What follows belongs to an exercise in optimizing a design on an open flow for small area; a production flow would make more cautious choices.
RTL that was checked went through simulation tests only; none was proved equivalent to the original.
Power figures rest on the tool's default switching activity, not on a simulated workload.

==> inputs of v11 <==
==> flow/design.v (excerpt) <==
module relaymux (
    input  logic        clk,
    input  logic        rst,
    input  logic        tick,
    input  logic [1:0]  btn_raw,
    input  logic        cmd_valid,
    input  logic [31:0] cmd_data,
    input  logic        cmd_last,
    input  logic        cmd_err,
    input  logic        rsp_ready,
    output logic [7:0]  relay_out,
    output logic        cmd_ready,
    output logic        rsp_valid,
    output logic [31:0] rsp_data,
    output logic        rsp_last,
    output logic        busy,
    output logic [1:0]  man_evt,
    output logic        man_evt_stb
);
Settings: LEC_CHECK=0, CAP_MARGIN=20, CORE_MARGIN=2, CORE_UTILIZATION=40, PLACE_DENSITY=0.6, SLEW_MARGIN=20; clock period 10.0 ns.
standard.sh (not shown) runs the stock make flow with config.mk's settings and CLKGATE_MAP_FILE= SYNTH_SCRIPT=/design/flow/synth_recipe.tcl, a recipe that flattens the netlist after the stock synthesis.
==> flow/flow/run.sh <==
#!/bin/bash
# The standard synthesis, then the standard layout with: the ports
# buffered by the smallest buffer, one tie cell per constant kept as
# synthesis made it, a clock tree of clkbuf_8 without dummy loads, and
# non-critical gates sized down after global routing. ORFS writes each
# step's log under orfs/logs; the make output of each part goes to its own
# log here.
set -euo pipefail
bash standard.sh synth > synth.log 2>&1
export BUFFER_PORTS_ARGS="-buffer_cell sky130_fd_sc_hd__buf_1"
export SKIP_REPAIR_TIE_FANOUT=1
export RECOVER_POWER=100
export CTS_ARGS="-sink_clustering_enable -repair_clock_nets -buf_list sky130_fd_sc_hd__clkbuf_8 -dont_use_dummy_load"
bash standard.sh finish > layout.log 2>&1
==> v6: changes against v11 <==
--- a/flow/design.v
+++ b/flow/design.v
@@ -121,15 +121,14 @@
     assign o_list  = op == 4'h1 || op == 4'h2 || op == 4'h3;
     assign o_num   = op == 4'h6 || op == 4'h7;
     logic [1:0]  e_kind;
     logic [7:0]  e_from, e_ch, e_lo;
     logic        malf, chan_bad, ord_bad, long_bad;
     logic [3:0]  lo, hi;
     logic [2:0]  diff;      
-    logic [5:0]  qsum1;     
     logic [5:0]  qsum;      
     logic [7:0]  rmask;
     logic [2:0]  rot;
     logic [7:0]  r8;        
     logic [31:0] ge;        
     logic [2:0]  list_err, num_err, w_err, a_err;
     logic        list_ok, num_ok;
@@ -142,17 +141,16 @@
                    (!e_kind[0] && e_from != 8'd0);
         chan_bad = !(e_lo[7:4] == 4'd0 && (e_lo[3] ? e_lo[2:0] == 3'd0 : e_lo[2:0] != 3'd0)) ||
                    !(e_ch[7:4] == 4'd0 && (e_ch[3] ? e_ch[2:0] == 3'd0 : e_ch[2:0] != 3'd0));
         lo       = e_lo[3:0];
         hi       = e_ch[3:0];
         diff     = hi[2:0] - lo[2:0];
         ord_bad  = gt4(lo, hi);
-        qsum1    = cnt + {3'd0, diff};
         qsum     = cnt + {3'd0, diff} + 6'd1;
-        long_bad = (op == 4'h3) && qsum1[5];
+        long_bad = (op == 4'h3) && qsum[5] && (qsum[4:0] != 5'd0);
         for (int j = 0; j < 8; j++)
             rmask[j] = !gt4(lo, 4'(j + 1)) && !gt4(4'(j + 1), hi);
         rot = lo[2:0] - 3'd1 - cnt[2:0];
         for (int i = 0; i < 8; i++) r8[i] = relay[3'(i + rot)];
         for (int p = 0; p < 32; p++) ge[p] = ge_const(p, cnt[4:0]);
         list_err = malf ? 3'd3 : chan_bad ? 3'd4 : ord_bad ? 3'd6 : long_bad ? 3'd7 : 3'd0;
         num_err  = ph[0] ? 3'd5 : cmd_err ? 3'd3 : 3'd0;
==> flow/flow/run.sh (replaced) <==
#!/bin/bash
# The standard synthesis, then the standard layout with: the ports
# buffered by the smallest buffer, synthesis buffers removed at floorplan,
# one tie cell per constant kept as
# synthesis made it, and a clock tree of clkbuf_8 without dummy loads.
# ORFS writes each step's log under orfs/logs; the make output of each part
# goes to its own log here.
set -euo pipefail
bash standard.sh synth > synth.log 2>&1
export BUFFER_PORTS_ARGS="-buffer_cell sky130_fd_sc_hd__buf_1"
export SKIP_REPAIR_TIE_FANOUT=1
export REMOVE_ABC_BUFFERS=1
export CTS_ARGS="-sink_clustering_enable -repair_clock_nets -buf_list sky130_fd_sc_hd__clkbuf_8 -dont_use_dummy_load"
bash standard.sh finish > layout.log 2>&1
Settings changed: GPL_TIMING_DRIVEN set to 0.
==> v18: changes against v11 <==
--- a/flow/design.v
+++ b/flow/design.v
@@ -121,15 +121,14 @@
     assign o_list  = op == 4'h1 || op == 4'h2 || op == 4'h3;
     assign o_num   = op == 4'h6 || op == 4'h7;
     logic [1:0]  e_kind;
     logic [7:0]  e_from, e_ch, e_lo;
     logic        malf, chan_bad, ord_bad, long_bad;
     logic [3:0]  lo, hi;
     logic [2:0]  diff;      
-    logic [5:0]  qsum1;     
     logic [5:0]  qsum;      
     logic [7:0]  rmask;
     logic [2:0]  rot;
     logic [7:0]  r8;        
     logic [31:0] ge;        
     logic [2:0]  list_err, num_err, w_err, a_err;
     logic        list_ok, num_ok;
@@ -142,17 +141,16 @@
                    (!e_kind[0] && e_from != 8'd0);
         chan_bad = !(e_lo[7:4] == 4'd0 && (e_lo[3] ? e_lo[2:0] == 3'd0 : e_lo[2:0] != 3'd0)) ||
                    !(e_ch[7:4] == 4'd0 && (e_ch[3] ? e_ch[2:0] == 3'd0 : e_ch[2:0] != 3'd0));
         lo       = e_lo[3:0];
         hi       = e_ch[3:0];
         diff     = hi[2:0] - lo[2:0];
         ord_bad  = gt4(lo, hi);
-        qsum1    = cnt + {3'd0, diff};
         qsum     = cnt + {3'd0, diff} + 6'd1;
-        long_bad = (op == 4'h3) && qsum1[5];
+        long_bad = (op == 4'h3) && qsum[5] && (qsum[4:0] != 5'd0);
         for (int j = 0; j < 8; j++)
             rmask[j] = !gt4(lo, 4'(j + 1)) && !gt4(4'(j + 1), hi);
         rot = lo[2:0] - 3'd1 - cnt[2:0];
         for (int i = 0; i < 8; i++) r8[i] = relay[3'(i + rot)];
         for (int p = 0; p < 32; p++) ge[p] = ge_const(p, cnt[4:0]);
         list_err = malf ? 3'd3 : chan_bad ? 3'd4 : ord_bad ? 3'd6 : long_bad ? 3'd7 : 3'd0;
         num_err  = ph[0] ? 3'd5 : cmd_err ? 3'd3 : 3'd0;
==> results.json <==
{
  "status": "complete, but fails checks",
  "violations": "max-capacitance violations, max-slew violations",
  "slew_headroom_pct": -62.6,
  "slew_violations": 18,
  "crit_cells": 18,
  "max_cap_viol_count": 2,
  "grt_max_degree": 61,
  "core_area_um2": 16600,
  "power_switching_uw": 487,
  "drt-initial-drc-count": 542
}
-- figures above: v18

==> results.json <==
{
  "slew_headroom_pct": 12.6,
  "core_area_um2": 17100,
  "status": "complete, no violations",
  "max_cap_viol_count": 0,
  "power_switching_uw": 531,
  "grt_max_degree": 62,
  "crit_cells": 13,
  "slew_violations": 0
}
-- figures above: v11

==> results.json <==
{
  "status": "complete, no violations",
  "crit_cells": 16,
  "power_switching_uw": 480,
  "numCtsBuffers": 9,
  "grt_max_degree": 43,
  "max_cap_viol_count": 0,
  "hold_viol_final": 0,
  "core_area_um2": 16600,
  "slew_headroom_pct": 31.2,
  "swShare_pct": 42.6,
  "drt-initial-drc-count": 709
}
-- figures above: v6

The RTL of v6 and v18 was laid out without a check of its function.


==> 01-05 <==
relaymux, a different RTL version from the one above (not shown whole).
Design relaymux, start of the top module:
module relaymux (
    input  logic        clk,
    input  logic        rst,
    input  logic        tick,
    input  logic [1:0]  btn_raw,
    input  logic        cmd_valid,
    input  logic [31:0] cmd_data,
    input  logic        cmd_last,
    input  logic        cmd_err,
    input  logic        rsp_ready,
    output logic [7:0]  relay_out,
    output logic        cmd_ready,
    output logic        rsp_valid,
    output logic [31:0] rsp_data,
    output logic        rsp_last,
    output logic        busy,
    output logic [1:0]  man_evt,
    output logic        man_evt_stb
);
    logic       quiet;
    logic [1:0] acc;
    logic       take;
    logic [7:0] relay;
    logic       seq;
    logic       rb_wr;
    logic [7:0] rb_val;
    logic        c_cmd_ready;
    logic        c_rsp_valid;
    logic [31:0] c_rsp_data;
    logic        c_rsp_last;
    logic [1:0]  c_man_evt;
    logic        c_man_evt_stb;
    relaymux_debouncer u_deb (
        .clk     (clk),
        .rst     (rst),
        .tick    (tick),
        .btn_raw (btn_raw),
        .take    (take),
        .quiet   (quiet),
  ...
==> flow/config.mk <==
export PLATFORM = sky130hd
export DESIGN_NAME = relaymux
export DESIGN_NICKNAME = relaymux
export VERILOG_FILES = /design/flow/design.v
export SDC_FILE = /design/flow/constraint.sdc
export NUM_CORES = 4
export LEC_CHECK = 0
export CAP_MARGIN = 20
export CORE_MARGIN = 2
export CORE_UTILIZATION = 40
export PLACE_DENSITY = 0.6
export SLEW_MARGIN = 20
==> flow/constraint.sdc <==
create_clock -name core_clock -period 10.0 [get_ports {clk}]
set_input_delay 2.0000 -clock core_clock [delete_from_list [all_inputs] [get_ports {clk}]]
set_output_delay 2.0000 -clock core_clock [all_outputs]
set_load 0.01 [all_outputs]
==> flow/flow/run.sh <==
#!/bin/bash
# The standard synthesis, then the standard layout with: the ports
# buffered by the smallest buffer, one tie cell per constant kept as
# synthesis made it, and a clock tree of clkbuf_8 without dummy loads.
# ORFS writes each step's log under orfs/logs; the make output of each part
# goes to its own log here.
set -euo pipefail
bash standard.sh synth > synth.log 2>&1
export BUFFER_PORTS_ARGS="-buffer_cell sky130_fd_sc_hd__buf_1"
export SKIP_REPAIR_TIE_FANOUT=1
export CTS_ARGS="-sink_clustering_enable -repair_clock_nets -buf_list sky130_fd_sc_hd__clkbuf_8 -dont_use_dummy_load"
bash standard.sh finish > layout.log 2>&1
==> inputs of 10-17, as changes to 01-05 <==
--- a/flow/design.v
+++ b/flow/design.v
@@ -93,16 +93,16 @@
         low_chan = 4'd8;
         for (int i = 6; i >= 0; i--) if (m[i]) low_chan = 4'(i + 1);
     endfunction
     logic        args;       
     logic        rsp;        
     logic [3:0]  op;
     logic [2:0]  err;
-    logic [31:0] nq;         
     logic [7:0]  mask;       
+    logic [31:0] nq;         
     logic [5:0]  cnt;
     logic [1:0]  ph;
     logic [1:0]  mev;
     logic        mev_stb;
     logic idle;
     assign idle = !args && !rsp && !seq;
     assign take        = idle;
@@ -127,14 +127,15 @@
     logic [2:0]  diff;      
     logic [5:0]  qsum;      
     logic [7:0]  rmask;
     logic [2:0]  rot;
     logic [7:0]  r8;        
     logic [31:0] ge;        
     logic [2:0]  list_err, num_err, w_err, a_err;
+    logic        list_ok, num_ok;
     always_comb begin
         e_kind   = cmd_data[31:30];
         e_from   = cmd_data[15:8];
         e_ch     = cmd_data[7:0];
         e_lo     = e_kind[0] ? e_from : e_ch;
         malf     = cmd_err || e_kind[1] || cmd_data[29:16] != 14'd0 ||
                    (!e_kind[0] && e_from != 8'd0);
@@ -151,14 +152,16 @@
         rot = lo[2:0] - 3'd1 - cnt[2:0];
         for (int i = 0; i < 8; i++) r8[i] = relay[3'(i + rot)];
         for (int p = 0; p < 32; p++) ge[p] = ge_const(p, cnt[4:0]);
         list_err = malf ? 3'd3 : chan_bad ? 3'd4 : ord_bad ? 3'd6 : long_bad ? 3'd7 : 3'd0;
         num_err  = ph[0] ? 3'd5 : cmd_err ? 3'd3 : 3'd0;
         w_err    = o_list ? list_err : o_num ? num_err : 3'd0;
         a_err    = (err != 3'd0) ? err : w_err;
+        list_ok  = err == 3'd0 && o_list && list_err == 3'd0;
+        num_ok   = err == 3'd0 && o_num && num_err == 3'd0;
     end
     logic [3:0] pc1;
     logic s1, c1, s2, c2, s3, c3, k0, s5, c5, k1;
     always_comb begin
         s1  = relay[0] ^ relay[1] ^ relay[2];
         c1  = (relay[0] & relay[1]) | (relay[2] & (relay[0] ^ relay[1]));
         s2  = relay[3] ^ relay[4] ^ relay[5];
@@ -175,17 +178,14 @@
     logic [3:0]  n_op;
     logic [2:0]  n_err;
     logic [7:0]  n_mask;
     logic [5:0]  n_cnt;
     logic [1:0]  n_ph, n_mev;
     logic        manual, hdr_acc, arg_acc, fin, r_acc;
     logic [3:0]  f_op;
-    logic [7:0]  rem;        
-    assign rem  = relay & ~mask;
-    assign mask = ~nq[7:0];
     logic [7:0]  w_mask;     
     assign w_mask = o_list ? (mask | rmask) : o_num ? cmd_data[7:0] : mask;
     logic        k_str;
     always_comb begin
         n_args    = args;
         n_rsp     = rsp;
         n_seq     = seq;
@@ -251,14 +251,15 @@
                         endcase
                         if (hdr_acc) rb_val = 8'h00;
                     end
                     4'h3: begin n_rsp = 1'b1; n_ph = PH_HDR; end
                     4'h5: begin
                         n_rsp  = 1'b1;
                         n_ph   = PH_HDR;
+                        n_mask = relay;
                         n_cnt  = {1'b0, pc1, relay == 8'h00};
                     end
                     4'h8:    begin n_rsp = 1'b1; n_ph = PH_HDR; n_cnt = 6'd1;  end
                     default: begin n_rsp = 1'b1; n_ph = PH_HDR; n_cnt = 6'd17; end
                 endcase
             end
         end
@@ -284,27 +285,25 @@
             case (ph)
                 PH_HDR:  n_ph = k_str ? PH_OPEN : PH_BODY;
                 PH_OPEN: n_ph = PH_AT;
                 default: n_ph = PH_BODY;
             endcase
             if (ph == PH_BODY && k_str && cnt[0])
                 for (int i = 0; i < 8; i++)
-                    n_mask[i] = mask[i] || (rem[i] && ((rem & ((8'd1 << i) - 8'd1)) == 8'd0));
+                    n_mask[i] = mask[i] && ((mask & ((8'd1 << i) - 8'd1)) != 8'd0);
         end
     end
     logic q_sh;
     assign q_sh = r_acc && ph == PH_BODY;
     always_ff @(posedge clk) begin
         for (int p = 0; p < 32; p++) begin
-            if (rsp && !(p < 8 && k_str)) begin
+            if (rsp) begin
                 if (q_sh) nq[p] <= (p == 31) ? 1'b1 : nq[(p + 1) % 32];
-            end else if (args && op == 4'h3) begin
-                if (ge[p]) nq[p] <= !r8[p % 8];
-            end else if (p < 8) begin
-                nq[p] <= !n_mask[p % 8];
+            end else if (ge[p]) begin
+                nq[p] <= !r8[p % 8];
             end
         end
     end
     logic [3:0] r_kind;
     logic [7:0] body;
     always_comb begin
         if (err != 3'd0) r_kind = 4'hF;
@@ -315,15 +314,15 @@
             4'h9:    r_kind = 4'h4;
             default: r_kind = 4'h0;
         endcase
         case (r_kind)
             4'h1:    body = {7'd0, !nq[0]};
             4'h2:    body = relay;
             4'h3:    body = (cnt == 6'd0) ? 8'h29 :
-                            cnt[0] ? {4'h3, low_chan(rem)} : 8'h2C;
+                            cnt[0] ? {4'h3, low_chan(mask)} : 8'h2C;
             default: body = IDENT[8 * cnt[4:0] +: 8];
         endcase
         if (!rsp)                 rsp_data = 32'h0;
         else if (ph == PH_HDR)    rsp_data = {r_kind, 4'h0, 5'd0, err, 10'd0, cnt};
         else if (ph == PH_OPEN)   rsp_data = 32'h28;
         else if (ph == PH_AT)     rsp_data = 32'h40;
         else                      rsp_data = {24'd0, body};
@@ -343,14 +342,15 @@
             mev     <= n_mev;
             mev_stb <= n_mev_stb;
         end
     end
     always_ff @(posedge clk) begin
         op   <= n_op;
         err  <= n_err;
+        mask <= n_mask;
         cnt  <= n_cnt;
         ph   <= n_ph;
     end
 endmodule
 module relaymux (
     input  logic        clk,
     input  logic        rst,
==> flow/flow/run.sh (replaced) <==
#!/bin/bash
# The standard synthesis, then the standard layout with: the ports
# buffered by the smallest buffer, one tie cell per constant kept as
# synthesis made it, a clock tree of clkbuf_8 without dummy loads, and
# non-critical gates sized down after global routing. ORFS writes each
# step's log under orfs/logs; the make output of each part goes to its own
# log here.
set -euo pipefail
bash standard.sh synth > synth.log 2>&1
export BUFFER_PORTS_ARGS="-buffer_cell sky130_fd_sc_hd__buf_1"
export SKIP_REPAIR_TIE_FANOUT=1
export RECOVER_POWER=100
export CTS_ARGS="-sink_clustering_enable -repair_clock_nets -buf_list sky130_fd_sc_hd__clkbuf_8 -dont_use_dummy_load"
bash standard.sh finish > layout.log 2>&1
==> qor summary <==
CP Buf/Inv Count: 10-17 2; 01-05 4
Clk sink count: 10-17 78; 01-05 70
Wire length of the first global-routing pass: 10-17 35.0 mm; 01-05 35.5 mm
Via total after detailed routing: 10-17 6770; 01-05 6863
Leakage power summed over all cells: 10-17 2.64 nW; 01-05 2.58 nW
Fraction of the cycle the final worst path needs: 10-17 71.4%; 01-05 64.9%
Die X-Extent: 10-17 136 um; 01-05 133 um
Fraction of standard cell area in multi-input logic: 10-17 60.8%; 01-05 62.1%
Chip height: 10-17 136 um; 01-05 133 um
DP HPWL: 10-17 16.8 mm; 01-05 17.2 mm
Non-filler cells in the finished layout: 10-17 1115; 01-05 1112
Distinct cell type count of the synthesized netlist: 10-17 85; 01-05 76
Footprint of the multi-input gates: 10-17 4400 sq um; 01-05 4400 sq um
Post-synthesis compound-gate area fraction: 10-17 23.3%; 01-05 25.4%
Sequential fraction of design power: 10-17 36.3%; 01-05 32.9%
Sum of internal, switching and leakage power: 10-17 1.34 mW; 01-05 1.45 mW
Fraction of met3 tracks used by global routing: 10-17 2.84%; 01-05 3.81%
Avg Inst Size Synth: 10-17 7.88 sq um; 01-05 7.67 sq um
Run status: 10-17 complete, no violations; 01-05 complete, no violations
Function not checked in 10-17: the RTL went through the layout flow alone.

[separate check: timing with driven ports]
The flow's constraints put no driver on any port. The routed layouts listed below were extracted and timed again, unchanged, in two steps. Step 1, drivers: a clkbuf_16 drives clk and a buf_2 each remaining input, both assumed. Step 2 also shifts input and output timing later by t, the mid clock arrival at the registers, as if the neighbouring blocks saw the same clock. Slacks: ideal ports / drivers / drivers and shift; pairs: ideal ports / drivers.
| run | shift t [ns] | setup WS [ns] | clock arrival spread, ns |
|---|---|---|---|
| v11 | 0.403 | 2.953 / 2.967 / 2.564 | 0.015 / 0.014 |
| v6 | 0.406 | 2.616 / 2.629 / 2.223 | 0.021 / 0.021 |
| v18 | 0.412 | 1.867 / 1.880 / 1.468 | 0.011 / 0.011 |
| 01-05 | 0.398 | 3.507 / 3.520 / 3.121 | 0.038 / 0.037 |
| 10-17 | 0.401 | 2.865 / 2.881 / 2.479 | 0.031 / 0.031 |
For v18, which loses most, drivers alone change the setup slack by +0.013 ns; drivers and shift together by -0.399 ns.
